Context: an optimization exercise on an open-source flow, tuned for small area, a short achievable clock period and few clock cycles per item. The choices shown serve that exercise and are no tape-out recipe.
Function was checked by simulation only, so behaviour that the tests miss may differ from the original.
Power is estimated from default activity; no workload was simulated.

## run.sh

```bash
#!/bin/bash
# synth_recipe.tcl (not shown) runs the flow's synth.tcl, then flattens the netlist and writes it again
# the make line also repeats each setting of config.mk as NAME=value (left out here)
make -C /OpenROAD-flow-scripts/flow DESIGN_CONFIG=/design/flow/config.mk WORK_HOME=/design/flow/orfs CLKGATE_MAP_FILE= SYNTH_SCRIPT=/design/flow/synth_recipe.tcl finish
```

## config.mk

```make
export PLATFORM = sky130hd
export DESIGN_NAME = ccm_engine
export DESIGN_NICKNAME = ccm_engine
export VERILOG_FILES = /design/flow/design.v
export SDC_FILE = /design/flow/constraint.sdc
export NUM_CORES = 4
export LEC_CHECK = 0
export CAP_MARGIN = 25
export CORE_MARGIN = 2
export CORE_UTILIZATION = 25
export PLACE_DENSITY = 0.35
export SLEW_MARGIN = 35
```

## constraint.sdc

```tcl
create_clock -name core_clock -period 14.0 [get_ports {clk}]
set_input_delay 2.8000 -clock core_clock [delete_from_list [all_inputs] [get_ports {clk}]]
set_output_delay 2.8000 -clock core_clock [all_outputs]
set_load 0.01 [all_outputs]
```

## design.v

```verilog
module ccm_engine (
    input  wire         clk,
    input  wire         rst,           
    input  wire         host_we,
    input  wire [5:0]   host_addr,     
    input  wire [31:0]  host_wdata,
    output reg  [31:0]  host_rdata,
    output wire         irq,
    output reg          mem_req,
    output reg          mem_we,
    output reg  [63:0]  mem_addr,
    output reg  [7:0]   mem_wdata,
    input  wire         mem_ready,
    input  wire [7:0]   mem_rdata,
    input  wire         mem_err,
    output reg          enc_req,
    output reg  [127:0] enc_in,
    input  wire         enc_ack,
    input  wire [127:0] enc_out,
    input  wire         cipher_ok
);
    localparam [3:0] PH_IDLE     = 4'h0,
                     PH_CHECK    = 4'h1,
                     PH_MAC_B0   = 4'h2,
                     PH_MAC_AD   = 4'h3,
                     PH_CTR_S0   = 4'h4,
                     PH_TEXT_CTR = 4'h5,
                     PH_TEXT_MAC = 4'h6,
                     PH_TAG      = 4'h7,
                     PH_SCRUB    = 4'h8,
                     PH_FINISH   = 4'h9;
    localparam [7:0] E_OK        = 8'h00,
                     E_NONCE_LEN = 8'h01,
                     E_TAG_LEN   = 8'h02,
                     E_CIPHER    = 8'h03,
                     E_TOO_LONG  = 8'h04,
                     E_TOO_SHORT = 8'h05,
                     E_AUTH      = 8'h06,
                     E_NOT_CFG   = 8'h07,
                     E_BAD_CMD   = 8'h08,
                     E_BUS       = 8'h09;
    localparam [5:0] A_CTRL   = 6'h00, A_CMD    = 6'h01, A_STATUS = 6'h02,
                     A_CFG    = 6'h03, A_ACTIVE = 6'h04,
                     A_NONCE0 = 6'h08, A_NONCE1 = 6'h09, A_NONCE2 = 6'h0A, A_NONCE3 = 6'h0B,
                     A_ADA_LO = 6'h0C, A_ADA_HI = 6'h0D, A_ADL_LO = 6'h0E, A_ADL_HI = 6'h0F,
                     A_INA_LO = 6'h10, A_INA_HI = 6'h11, A_INL_LO = 6'h12, A_INL_HI = 6'h13,
                     A_OUA_LO = 6'h14, A_OUA_HI = 6'h15, A_OUL_LO = 6'h16, A_OUL_HI = 6'h17;
    reg         ctrl_ie;
    reg         st_busy, st_done, st_ovr;
    reg  [7:0]  st_err;
    reg  [3:0]  cfg_nlen;
    reg  [4:0]  cfg_tlen;
    reg         cfg_valid;
    reg  [3:0]  active_n;
    reg  [4:0]  active_t;
    reg  [127:0] nonce_r;
    reg  [63:0] ad_addr, ad_len, in_addr, in_len, out_addr, out_len;
    reg  [3:0]   phase;
    reg  [31:0]  cmd_word;
    reg  [3:0]   l_nlen;
    reg  [4:0]   l_tlen;
    reg  [127:0] l_nonce;
    reg  [63:0]  l_ad_addr, l_ad_len, l_in_addr, l_in_len, l_out_addr;
    reg  [127:0] Y, A, S0, P, KS;       
    reg  [60:0]  j, n_ad;               
    reg  [60:0]  i, n_txt;              
    reg  [63:0]  M;
    reg  [64:0]  written, scrub_pos;
    reg  [7:0]   diff;
    reg  [7:0]   pend_err;
    reg  [1:0]   stage;                 
    reg  [4:0]   k;                     
    wire       cmd_res_ok = (cmd_word[31:12] == 20'd0) && (cmd_word[7:4] == 4'd0);
    wire [3:0] cmd_op     = cmd_word[3:0];
    wire [3:0] cmd_nlen   = cmd_word[11:8];
    wire       is_config  = cmd_res_ok && (cmd_op == 4'h1) && (cmd_nlen == 4'd0);
    wire       is_seal    = cmd_res_ok && (cmd_op == 4'h2);
    wire       is_open    = cmd_res_ok && (cmd_op == 4'h3);
    wire [3:0] cfg_L  = 4'd15 - active_n;      
    wire [4:0] tag_t  = active_t;
    wire       cfgchk_n_ok = (l_nlen >= 4'd7) && (l_nlen <= 4'd13);
    wire       cfgchk_t_ok = (l_tlen == 5'd4)  || (l_tlen == 5'd6)  || (l_tlen == 5'd8) ||
                             (l_tlen == 5'd10) || (l_tlen == 5'd12) || (l_tlen == 5'd14) ||
                             (l_tlen == 5'd16);
    wire [63:0] m_calc   = is_open ? (l_in_len - {59'd0, tag_t}) : l_in_len;
    reg         m_too_long;
    always @(*) begin
        case (cfg_L)
            4'd2:    m_too_long = (m_calc[63:16] != 48'd0);
            4'd3:    m_too_long = (m_calc[63:24] != 40'd0);
            4'd4:    m_too_long = (m_calc[63:32] != 32'd0);
            4'd5:    m_too_long = (m_calc[63:40] != 24'd0);
            4'd6:    m_too_long = (m_calc[63:48] != 16'd0);
            4'd7:    m_too_long = (m_calc[63:56] != 8'd0);
            default: m_too_long = 1'b0;
        endcase
    end
    wire [64:0] m_calc_p15 = {1'b0, m_calc} + 65'd15;
    wire        has_ad    = (l_ad_len != 64'd0);
    wire [4:0]  tag_m1    = tag_t - 5'd2;           
    wire [3:0]  len_m1    = cfg_L - 4'd1;           
    wire [7:0]  flags_b0  = {1'b0, has_ad, tag_m1[3:1], len_m1[2:0]};
    wire [7:0]  flags_a   = {5'd0, len_m1[2:0]};
    wire [127:0] m_ext = {64'd0, M};
    reg [127:0] b0_blk, a0_blk;
    integer     bb;
    always @(*) begin
        for (bb = 0; bb < 16; bb = bb + 1) begin
            if (bb == 0) begin
                b0_blk[127-8*bb -: 8] = flags_b0;
                a0_blk[127-8*bb -: 8] = flags_a;
            end else if (bb <= active_n) begin
                b0_blk[127-8*bb -: 8] = l_nonce[127-8*(bb-1) -: 8];
                a0_blk[127-8*bb -: 8] = l_nonce[127-8*(bb-1) -: 8];
            end else begin
                b0_blk[127-8*bb -: 8] = m_ext[8*(15-bb) +: 8];
                a0_blk[127-8*bb -: 8] = 8'd0;
            end
        end
    end
    function [127:0] ctr_inc(input [127:0] blk, input [3:0] len_l);
        reg [63:0] mask, low, nxt;
        begin
            mask = (len_l >= 4'd8) ? 64'hFFFF_FFFF_FFFF_FFFF : ((64'd1 << (8 * len_l)) - 64'd1);
            low  = blk[63:0];
            nxt  = (low & ~mask) | ((low + 64'd1) & mask);
            ctr_inc = {blk[127:64], nxt};
        end
    endfunction
    wire        ad_short  = (l_ad_len < 64'd65280);
    wire        ad_medium = !ad_short && (l_ad_len[63:32] == 32'd0);
    wire [3:0]  ad_pl     = ad_short ? 4'd2 : (ad_medium ? 4'd6 : 4'd10);
    wire [79:0] ad_prefix = ad_short  ? {l_ad_len[15:0], 64'd0} :
                            ad_medium ? {16'hFFFE, l_ad_len[31:0], 32'd0} :
                                        {16'hFFFF, l_ad_len};
    wire [64:0] ad_end    = {1'b0, l_ad_len} + {61'd0, ad_pl};      
    wire [65:0] ad_nblk   = {1'b0, ad_end} + 66'd15;
    wire [64:0] ad_pos    = {j, 4'd0} + {60'd0, k};                 
    wire        ad_in_pre = (ad_pos < {61'd0, ad_pl});
    wire        ad_in_dat = !ad_in_pre && (ad_pos < ad_end);
    wire [63:0] ad_mem_a  = l_ad_addr + (ad_pos[63:0] - {60'd0, ad_pl});
    wire [7:0]  ad_pre_b  = ad_prefix[79 - 8*ad_pos[3:0] -: 8];
    wire [60:0] i_m1      = i - 61'd1;
    wire [63:0] txt_base  = {i_m1[59:0], 4'd0};
    wire [63:0] txt_rem   = M - txt_base;
    wire [4:0]  txt_n     = (txt_rem >= 64'd16) ? 5'd16 : txt_rem[4:0];
    function [7:0] blk_byte(input [127:0] blk, input [4:0] idx);
        blk_byte = blk[127 - 8*idx[3:0] -: 8];
    endfunction
    wire [7:0] ks_k  = blk_byte(KS, k);
    wire [7:0] p_k   = blk_byte(P, k);
    wire [7:0] y_k   = blk_byte(Y, k);
    wire [7:0] s0_k  = blk_byte(S0, k);
    wire [64:0] out_len_seal = {1'b0, M} + {60'd0, tag_t};
    always @(*) begin
        mem_req   = 1'b0;
        mem_we    = 1'b0;
        mem_addr  = 64'd0;
        mem_wdata = 8'd0;
        case (phase)
            PH_MAC_AD: if (stage == 2'd0 && k < 5'd16 && ad_in_dat) begin
                mem_req  = 1'b1;
                mem_addr = ad_mem_a;
            end
            PH_TEXT_CTR: begin
                if (stage == 2'd1 && k < txt_n) begin
                    mem_req  = 1'b1;
                    mem_addr = l_in_addr + txt_base + {59'd0, k};
                end else if (stage == 2'd2 && k < txt_n) begin
                    mem_req   = 1'b1;
                    mem_we    = 1'b1;
                    mem_addr  = l_out_addr + txt_base + {59'd0, k};
                    mem_wdata = p_k ^ ks_k;
                end
            end
            PH_TAG: if (stage == 2'd0 && k < tag_t) begin
                mem_req = 1'b1;
                if (is_seal) begin
                    mem_we    = 1'b1;
                    mem_addr  = l_out_addr + M + {59'd0, k};
                    mem_wdata = y_k ^ s0_k;
                end else begin
                    mem_addr  = l_in_addr + M + {59'd0, k};
                end
            end
            PH_SCRUB: begin
                mem_req  = 1'b1;
                mem_we   = 1'b1;
                mem_addr = l_out_addr + scrub_pos[63:0];
            end
            default: ;
        endcase
    end
    always @(*) begin
        enc_req = 1'b0;
        enc_in  = 128'd0;
        case (phase)
            PH_MAC_B0:   begin enc_req = 1'b1;               enc_in = b0_blk; end
            PH_MAC_AD:   begin enc_req = (stage == 2'd1);    enc_in = Y;      end
            PH_CTR_S0:   begin enc_req = 1'b1;               enc_in = a0_blk; end
            PH_TEXT_CTR: begin enc_req = (stage == 2'd0);    enc_in = A;      end
            PH_TEXT_MAC: begin enc_req = 1'b1;               enc_in = Y ^ P;  end
            default: ;
        endcase
    end
    wire mem_done = mem_req && mem_ready && !mem_err;    
    wire mem_fail = mem_req && mem_ready &&  mem_err;    
    wire enc_done = enc_req && enc_ack;
    wire [31:0] status_word = {16'd0, st_err, phase, cfg_valid, st_ovr, st_done, st_busy};
    always @(*) begin
        case (host_addr)
            A_CTRL:   host_rdata = {31'd0, ctrl_ie};
            A_STATUS: host_rdata = status_word;
            A_CFG:    host_rdata = {19'd0, cfg_tlen, 4'd0, cfg_nlen};
            A_ACTIVE: host_rdata = cfg_valid ? {12'd0, cfg_L, 3'd0, active_t, 4'd0, active_n} : 32'd0;
            A_NONCE0: host_rdata = nonce_r[127:96];
            A_NONCE1: host_rdata = nonce_r[95:64];
            A_NONCE2: host_rdata = nonce_r[63:32];
            A_NONCE3: host_rdata = nonce_r[31:0];
            A_ADA_LO: host_rdata = ad_addr[31:0];
            A_ADA_HI: host_rdata = ad_addr[63:32];
            A_ADL_LO: host_rdata = ad_len[31:0];
            A_ADL_HI: host_rdata = ad_len[63:32];
            A_INA_LO: host_rdata = in_addr[31:0];
            A_INA_HI: host_rdata = in_addr[63:32];
            A_INL_LO: host_rdata = in_len[31:0];
            A_INL_HI: host_rdata = in_len[63:32];
            A_OUA_LO: host_rdata = out_addr[31:0];
            A_OUA_HI: host_rdata = out_addr[63:32];
            A_OUL_LO: host_rdata = out_len[31:0];
            A_OUL_HI: host_rdata = out_len[63:32];
            default:  host_rdata = 32'd0;
        endcase
    end
    assign irq = ctrl_ie & st_done;
    wire cmd_write = host_we && (host_addr == A_CMD);
    wire accept    = cmd_write && !st_busy;
    always @(posedge clk) begin
        if (rst) begin
            ctrl_ie  <= 1'b0;
            cfg_nlen <= 4'd0;
            cfg_tlen <= 5'd0;
            nonce_r  <= 128'd0;
            ad_addr  <= 64'd0;  ad_len <= 64'd0;
            in_addr  <= 64'd0;  in_len <= 64'd0;
            out_addr <= 64'd0;
        end else if (host_we) begin
            case (host_addr)
                A_CTRL:   ctrl_ie           <= host_wdata[0];
                A_CFG:    begin cfg_nlen <= host_wdata[3:0]; cfg_tlen <= host_wdata[12:8]; end
                A_NONCE0: nonce_r[127:96]   <= host_wdata;
                A_NONCE1: nonce_r[95:64]    <= host_wdata;
                A_NONCE2: nonce_r[63:32]    <= host_wdata;
                A_NONCE3: nonce_r[31:0]     <= host_wdata;
                A_ADA_LO: ad_addr[31:0]     <= host_wdata;
                A_ADA_HI: ad_addr[63:32]    <= host_wdata;
                A_ADL_LO: ad_len[31:0]      <= host_wdata;
                A_ADL_HI: ad_len[63:32]     <= host_wdata;
                A_INA_LO: in_addr[31:0]     <= host_wdata;
                A_INA_HI: in_addr[63:32]    <= host_wdata;
                A_INL_LO: in_len[31:0]      <= host_wdata;
                A_INL_HI: in_len[63:32]     <= host_wdata;
                A_OUA_LO: out_addr[31:0]    <= host_wdata;
                A_OUA_HI: out_addr[63:32]   <= host_wdata;
                default: ;
            endcase
        end
    end
    task automatic clear_command_state;
        begin
            cmd_word  <= 32'd0;
            l_nlen    <= 4'd0;     l_tlen   <= 5'd0;
            l_nonce   <= 128'd0;
            l_ad_addr <= 64'd0;    l_ad_len <= 64'd0;
            l_in_addr <= 64'd0;    l_in_len <= 64'd0;
            l_out_addr<= 64'd0;
            Y  <= 128'd0;  A <= 128'd0;  S0 <= 128'd0;  P <= 128'd0;  KS <= 128'd0;
            j  <= 61'd0;   n_ad  <= 61'd0;
            i  <= 61'd0;   n_txt <= 61'd0;
            M  <= 64'd0;
            written   <= 65'd0;
            scrub_pos <= 65'd0;
            diff      <= 8'd0;
            pend_err  <= 8'd0;
            stage     <= 2'd0;
            k         <= 5'd0;
        end
    endtask
    task automatic bus_error;
        begin
            pend_err  <= E_BUS;
            scrub_pos <= 65'd0;
            stage     <= 2'd0;
            k         <= 5'd0;
            phase     <= (written != 65'd0) ? PH_SCRUB : PH_FINISH;
        end
    endtask
    always @(posedge clk) begin
        if (rst) begin
            st_busy   <= 1'b0;
            st_done   <= 1'b0;
            st_ovr    <= 1'b0;
            st_err    <= 8'd0;
            cfg_valid <= 1'b0;
            active_n  <= 4'd0;
            active_t  <= 5'd0;
            out_len   <= 64'd0;
            phase     <= PH_IDLE;
            clear_command_state();
        end else begin
            if (host_we && host_addr == A_STATUS) begin
                if (host_wdata[1]) st_done <= 1'b0;
                if (host_wdata[2]) st_ovr  <= 1'b0;
            end
            if (cmd_write && st_busy)
                st_ovr <= 1'b1;
            case (phase)
                PH_IDLE: if (accept) begin
                    cmd_word   <= host_wdata;
                    l_nlen     <= cfg_nlen;
                    l_tlen     <= cfg_tlen;
                    l_nonce    <= nonce_r;
                    l_ad_addr  <= ad_addr;
                    l_ad_len   <= ad_len;
                    l_in_addr  <= in_addr;
                    l_in_len   <= in_len;
                    l_out_addr <= out_addr;
                    st_busy    <= 1'b1;
                    st_done    <= 1'b0;
                    st_err     <= E_OK;
                    phase      <= PH_CHECK;
                end
                PH_CHECK: begin
                    if (is_config) begin
                        if (!cfgchk_n_ok)       pend_err <= E_NONCE_LEN;
                        else if (!cfgchk_t_ok)  pend_err <= E_TAG_LEN;
                        else if (!cipher_ok)    pend_err <= E_CIPHER;
                        else                    pend_err <= E_OK;
                        if (cfgchk_n_ok && cfgchk_t_ok && cipher_ok) begin
                            cfg_valid <= 1'b1;
                            active_n  <= l_nlen;
                            active_t  <= l_tlen;
                        end else begin
                            cfg_valid <= 1'b0;
                            active_n  <= 4'd0;
                            active_t  <= 5'd0;
                        end
                        phase <= PH_FINISH;
                    end else if (is_seal || is_open) begin
                        if (!cfg_valid) begin
                            pend_err <= E_NOT_CFG;
                            phase    <= PH_FINISH;
                        end else if (cmd_nlen != active_n) begin
                            pend_err <= E_NONCE_LEN;
                            phase    <= PH_FINISH;
                        end else if (is_open && (l_in_len < {59'd0, tag_t})) begin
                            pend_err <= E_TOO_SHORT;
                            phase    <= PH_FINISH;
                        end else if (m_too_long) begin
                            pend_err <= E_TOO_LONG;
                            phase    <= PH_FINISH;
                        end else begin
                            M       <= m_calc;
                            n_txt   <= m_calc_p15[64:4];
                            written <= 65'd0;
                            phase   <= PH_MAC_B0;
                        end
                    end else begin
                        pend_err <= E_BAD_CMD;
                        phase    <= PH_FINISH;
                    end
                end
                PH_MAC_B0: if (enc_done) begin
                    Y <= enc_out;
                    j <= 61'd0;
                    if (has_ad) begin
                        n_ad  <= ad_nblk[64:4];
                        phase <= PH_MAC_AD;
                    end else begin
                        n_ad  <= 61'd0;
                        phase <= PH_CTR_S0;
                    end
                    stage <= 2'd0;
                    k     <= 5'd0;
                end
                PH_MAC_AD: begin
                    if (stage == 2'd0) begin
                        if (k == 5'd16) begin
                            stage <= 2'd1;
                        end else if (ad_in_pre) begin
                            Y[127 - 8*k[3:0] -: 8] <= y_k ^ ad_pre_b;
                            k <= k + 5'd1;
                        end else if (ad_in_dat) begin
                            if (mem_fail) begin
                                bus_error();
                            end else if (mem_done) begin
                                Y[127 - 8*k[3:0] -: 8] <= y_k ^ mem_rdata;
                                k <= k + 5'd1;
                            end
                        end else begin
                            k <= k + 5'd1;           
                        end
                    end else if (enc_done) begin
                        Y     <= enc_out;
                        j     <= j + 61'd1;
                        stage <= 2'd0;
                        k     <= 5'd0;
                        if (j + 61'd1 == n_ad)
                            phase <= PH_CTR_S0;
                    end
                end
                PH_CTR_S0: if (enc_done) begin
                    S0 <= enc_out;
                    A  <= ctr_inc(a0_blk, cfg_L);
                    stage <= 2'd0;
                    k     <= 5'd0;
                    if (n_txt != 61'd0) begin
                        i     <= 61'd1;
                        phase <= PH_TEXT_CTR;
                    end else begin
                        phase <= PH_TAG;
                    end
                end
                PH_TEXT_CTR: begin
                    case (stage)
                        2'd0: if (enc_done) begin        
                            KS    <= enc_out;
                            stage <= 2'd1;
                            k     <= 5'd0;
                        end
                        2'd1: begin                      
                            if (k == txt_n) begin
                                stage <= 2'd2;
                                k     <= 5'd0;
                            end else if (mem_fail) begin
                                bus_error();
                            end else if (mem_done) begin
                                P[127 - 8*k[3:0] -: 8] <= mem_rdata;
                                k <= k + 5'd1;
                            end
                        end
                        default: begin                   
                            if (k == txt_n) begin
                                A     <= ctr_inc(A, cfg_L);
                                KS    <= 128'd0;
                                stage <= 2'd0;
                                k     <= 5'd0;
                                phase <= PH_TEXT_MAC;
                            end else if (mem_fail) begin
                                bus_error();
                            end else if (mem_done) begin
                                if (is_open)
                                    P[127 - 8*k[3:0] -: 8] <= p_k ^ ks_k;    
                                written <= {1'b0, txt_base} + {60'd0, k} + 65'd1;
                                k <= k + 5'd1;
                            end
                        end
                    endcase
                end
                PH_TEXT_MAC: if (enc_done) begin
                    Y <= enc_out;
                    P <= 128'd0;
                    if (i == n_txt) begin
                        phase <= PH_TAG;
                    end else begin
                        i     <= i + 61'd1;
                        phase <= PH_TEXT_CTR;
                    end
                    stage <= 2'd0;
                    k     <= 5'd0;
                end
                PH_TAG: begin
                    if (stage == 2'd0) begin
                        if (k == tag_t) begin
                            if (is_seal) begin
                                pend_err <= E_OK;
                                phase    <= PH_FINISH;
                            end else begin
                                stage <= 2'd1;
                            end
                        end else if (mem_fail) begin
                            bus_error();
                        end else if (mem_done) begin
                            if (is_seal)
                                written <= {1'b0, M} + {60'd0, k} + 65'd1;
                            else
                                diff <= diff | (y_k ^ s0_k ^ mem_rdata);
                            k <= k + 5'd1;
                        end
                    end else begin
                        if (diff == 8'd0) begin
                            pend_err <= E_OK;
                            phase    <= PH_FINISH;
                        end else begin
                            pend_err  <= E_AUTH;
                            scrub_pos <= 65'd0;
                            phase     <= (written != 65'd0) ? PH_SCRUB : PH_FINISH;
                        end
                        stage <= 2'd0;
                    end
                end
                PH_SCRUB: if (mem_ready) begin
                    scrub_pos <= scrub_pos + 65'd1;
                    if (scrub_pos + 65'd1 == written)
                        phase <= PH_FINISH;
                end
                PH_FINISH: begin
                    st_err <= pend_err;
                    if (pend_err == E_OK)
                        out_len <= is_seal ? out_len_seal[63:0] : (is_open ? M : 64'd0);
                    else
                        out_len <= 64'd0;
                    st_busy <= 1'b0;
                    st_done <= 1'b1;
                    phase   <= PH_IDLE;
                    clear_command_state();
                end
                default: phase <= PH_IDLE;
            endcase
        end
    end
endmodule
```

==> run summary <==
## power breakdown
part / switching, mW / total, mW / internal, mW / leakage (nW)
combinational: 0.753 / 1.04 / 0.289 / 41.4
clock: 3.38 / 7.77 / 4.39 / 4.59
sequential: 0.155 / 6.26 / 6.10 / 17.1
## how the worst max path moves through the flow
stage | start | end | slack, ns
after floorplan | i[0] | mem_addr[63] | 2.69
after global placement | i[0] | mem_addr[4] | -1.11
after detailed placement | i[0] | mem_addr[22] | -0.40
after CTS | i[10] | mem_addr[62] | 0.03
after global routing | i[10] | mem_addr[62] | 0.01
final | i[0] | mem_addr[62] | 0.35
## synth_stat cells (77+ instances only)
library cell and instances:
or3_1 146, o21ai_0 964, nand2_1 2982, and3_1 194, inv_1 574, a221oi_1 174, a22o_1 150, mux4_2 99
ha_1 856, and2_1 93, clkbuf_1 1351, a22oi_1 325, o211ai_1 107, nand2b_1 111, nor2b_1 92, buf_1 113
nand4_1 320, a31oi_1 107, o21bai_1 77, nor2_1 1342, o22ai_1 158, a21o_1 357, dfxtp_1 2124, nand3_1 1238
a221o_1 219, a21oi_1 2307, xnor2_1 777, nor3_1 440, nor3b_1 92, xor2_1 457, nor4_1 185, mux2i_1 193
## routing by layer
metal,wire [um],part of all wire (%)
met1,449000,43
met4,68400,6.6
met5,314,0.030
met3,92800,8.9
met2,433000,42
## critical path: cells and delay by family (launching register included)
family	cells	cell delay [ns]
adders and majority gates	3	1.11
and+or+nand+nor	12	3.20
DFF	1	0.31
AOI/OAI and AO/OA	15	3.37
xor gates and xnor gates	1	0.32
buffers and inverters	7	1.55
## flip-flops by register name (all words and copies together), names as in the netlist, 65 cells and up
register   count
KS           128
P            128
S0           128
Y            128
nonce_r      128
A            123
l_nonce      120
scrub_pos     65
written       65
## kinds of logic (layout without fill, tap and decap cells)
group | count (synthesis) | in the layout | synth area share (%)
simple gates | 7556 | 7556 | 23.8
fa+ha+maj | 885 | 885 | 7.64
flops | 2124 | 2124 | 28.9
buf+inv | 2050 | 2123 | 5.23
other cells | 0 | 78 | 0
xor+xnor | 1240 | 1240 | 7.43
mux | 313 | 313 | 2.99
compound gates | 5621 | 5621 | 24.0
## final cells by class
type	instances	area share, %
Multi-Input combinational cell	15600	57.2
Inverter	577	1.26
Tap cell	7782	5.67
Clock inverter	89	0.706
Timing Repair Buffer	1047	5.40
Sequential cell	2124	24.8
Antenna cell	78	0.114
Clock buffer	410	4.81
## repair_timing
action                                  4_1_cts  5_1_grt
hold buffers                                  0        0
pin swaps                                     4        5
resized for setup                            24       23
endpoints found under the setup margin       74       48
buffers inserted                              3        5
hold endpoints to repair                      0        0
==> out/results.tsv <==
stage	metric	value	unit
hold_path	Hold Crit Depth	2	
drt	Final ANT Viol Nets	0	
outcome	status	no timing/DRC/antenna violations	
yosys	Area contributors post-synth	dfxtp_1 (29%), a21oi_1 (7.8%), nand2_1 (7.6%), ha_1 (7.3%), xnor2_1 (4.6%)	
yosys	post-synth top area share	28.9	%
grt	initial antenna violation count	143	
hold_path	Hold Path Sink	KS[21]	
yosys	#FFs+latches synth	2124	
drt	Routed WL	1040000	um
timing	clk_skew	0.0981	ns
yosys	Syn Nets	20900	
yosys	post-synthesis async set-or-reset flop share	0	%
floorplan	Ports	417	
layout	Filler Cells Inserted	64100	
timing	setup violators final	0	
place	GPL Wtd Cong	1.02	
yosys	Synth area leader	dfxtp_1	
timing	final hold vios	0	
setup_path	Worst path most repeated cell	buf_4	
hold_path	min-delay src	KS[21]	
grt	vias in the first global route	149000	
place	Placed Instance Area	161000	um2
yosys	Gate Count Post-Synth	19800	
floorplan	FP Rows	281	
grt	busiest layer in global routing	met2	
setup_path	Worst path slowest cell	or4_1	
grt	M2 GR Usage	49.0	%
hold_path	Hold Path Class	flip-flop to flip-flop	
place	placed insts	27100	
drt	Starting DRT DRC Count	23200	
setup_path	CP required	11.20	ns
setup_path	worst reg-to-reg path cell count	40	
setup_path	CP peak stage delay	0.58	ns
setup_path	worst r2r src	i[0]	
layout	Area growth syn-to-layout	16.6	%
timing	Slew HR	25.8	%
drt	wire length per cell	37.6	um
clock_tree	TritonCTS clock tree	done	
timing	Max Slew Vio Count	0	
yosys	Seq/Total Area, Yosys	28.9	%
yosys	number of synthesized flops with an enable pin	0	
setup_path	Startpoint Class	flip-flop	
clock_tree	Clk Latency, worst-skew pair	1.08	ns
layout	most frequent cells in the layout	nand2_1 (2966), a21oi_1 (2287), dfxtp_1 (2116), nor2_1 (1293), nand3_1 (1236)	
grt	largest net degree at the start of global routing	192	
layout	layout cells sized above 1	7.81	%
setup_path	reg-to-reg slack, setup	2.13	ns
setup_path	reg2reg end	Y[100]	
grt	met3 GRT Util	6.75	%
setup_path	CP Max Fanout	8	
timing	Fin Setup TNS	0	ns
layout	FF+latch area	42500	um2
grt	global router's overall resource usage	33.4	%
floorplan	core area	586000	um2
layout	nets	20700	
timing	RSZ-0062 raised after global routing	false	
place	post-DP HPWL	816000	um
power_and_ir_drop	peak supply drop	0.0000881	V
timing	Final min period	13.65	ns
clock_tree	clk buf depth	4	
timing	Worst-Margin Slew	1.10	ns
grt	first-pass GRT wire length	1380000	um
floorplan	area of the die	595000	um2
drt	vias per cell	5.89	
clock_tree	clock sinks	2124	
yosys	Yosys warning count	1	
floorplan	die span in x	771	um
layout	fin cells	27700	
setup_path	arrival time at the worst endpoint	10.85	ns
yosys	Synth cell types	98	
yosys	Mapped Avg Cell Area	7.44	um2
timing	Peak Freq	73.2	MHz
floorplan	starting density of the core	25.1	%
layout	area of the multi-input gates	98200	um2
timing	Final period util	97.5	%
place	pre-CTS WS	-0.401	ns
grt	total grt overflow	0	
setup_path	Worst Setup End Kind	output pin	
yosys	Top FF cell, synth	dfxtp_1	
layout	commonest non-fill, non-tap cell in the layout	nand2_1	
drt	via count	163000	
flow_run	max-cap violations	0	
yosys	Synth Cell Area	147000	um2
power_and_ir_drop	overall power	15.1	mW
drt	Remaining DRCs	0	
power_and_ir_drop	Leakage	63.1	nW
place	IO Port Bufs	416	
clock_tree	CTS Root Cell	clkbuf_16	
floorplan	Die Ht	771	um
setup_path	Setup CP Type	flip-flop to output pin	
timing	hold_ws	0.449	ns
layout	Final Cell Area	172000	um2
power_and_ir_drop	pwr dens	87.8	nW/um2
clock_tree	clock slew at the register clock pins of the worst setup and hold paths	0.06	ns
drt	DR pass1 iterations	8	
clock_tree	H-tree depth	5	
clock_tree	CTS Buf Count	290	
grt	met1 Track Usage GR	45.7	%
timing	Setup WS post-layout	0.347	ns
layout	Util after Layout	29.3	%
Testbench counts, summed over its fixed seeds: cycles 84,161, cmds 136.

-- port drivers added, routing unchanged --
How much do the figures lean on ideal ports? The routed layout below was timed once more, with nothing changed but the port constraints. Step 1 sets driving cells, clkbuf_16 on the clock port and buf_2 on the other inputs (assumed; they add their load-dependent delay and slew). Step 2 also shifts input and output timing later by t, the mid clock arrival at the registers, as if the neighbouring blocks saw the same clock. Slacks: no drivers / after step 1 / after step 2; pairs: no drivers / after step 1.
shift t [ns]: 1.155
setup slack, ns: 0.347 / 0.208 / 1.363
worst setup path after step 2: register to output
worst register clock-pin slew, ns: 0.07 / 0.07
worst data-port slew with drivers (ns): 0.22
After both steps this run still meets setup and hold. The setup slack of this run moves by -0.139 ns with the drivers and by +1.016 ns with both steps.
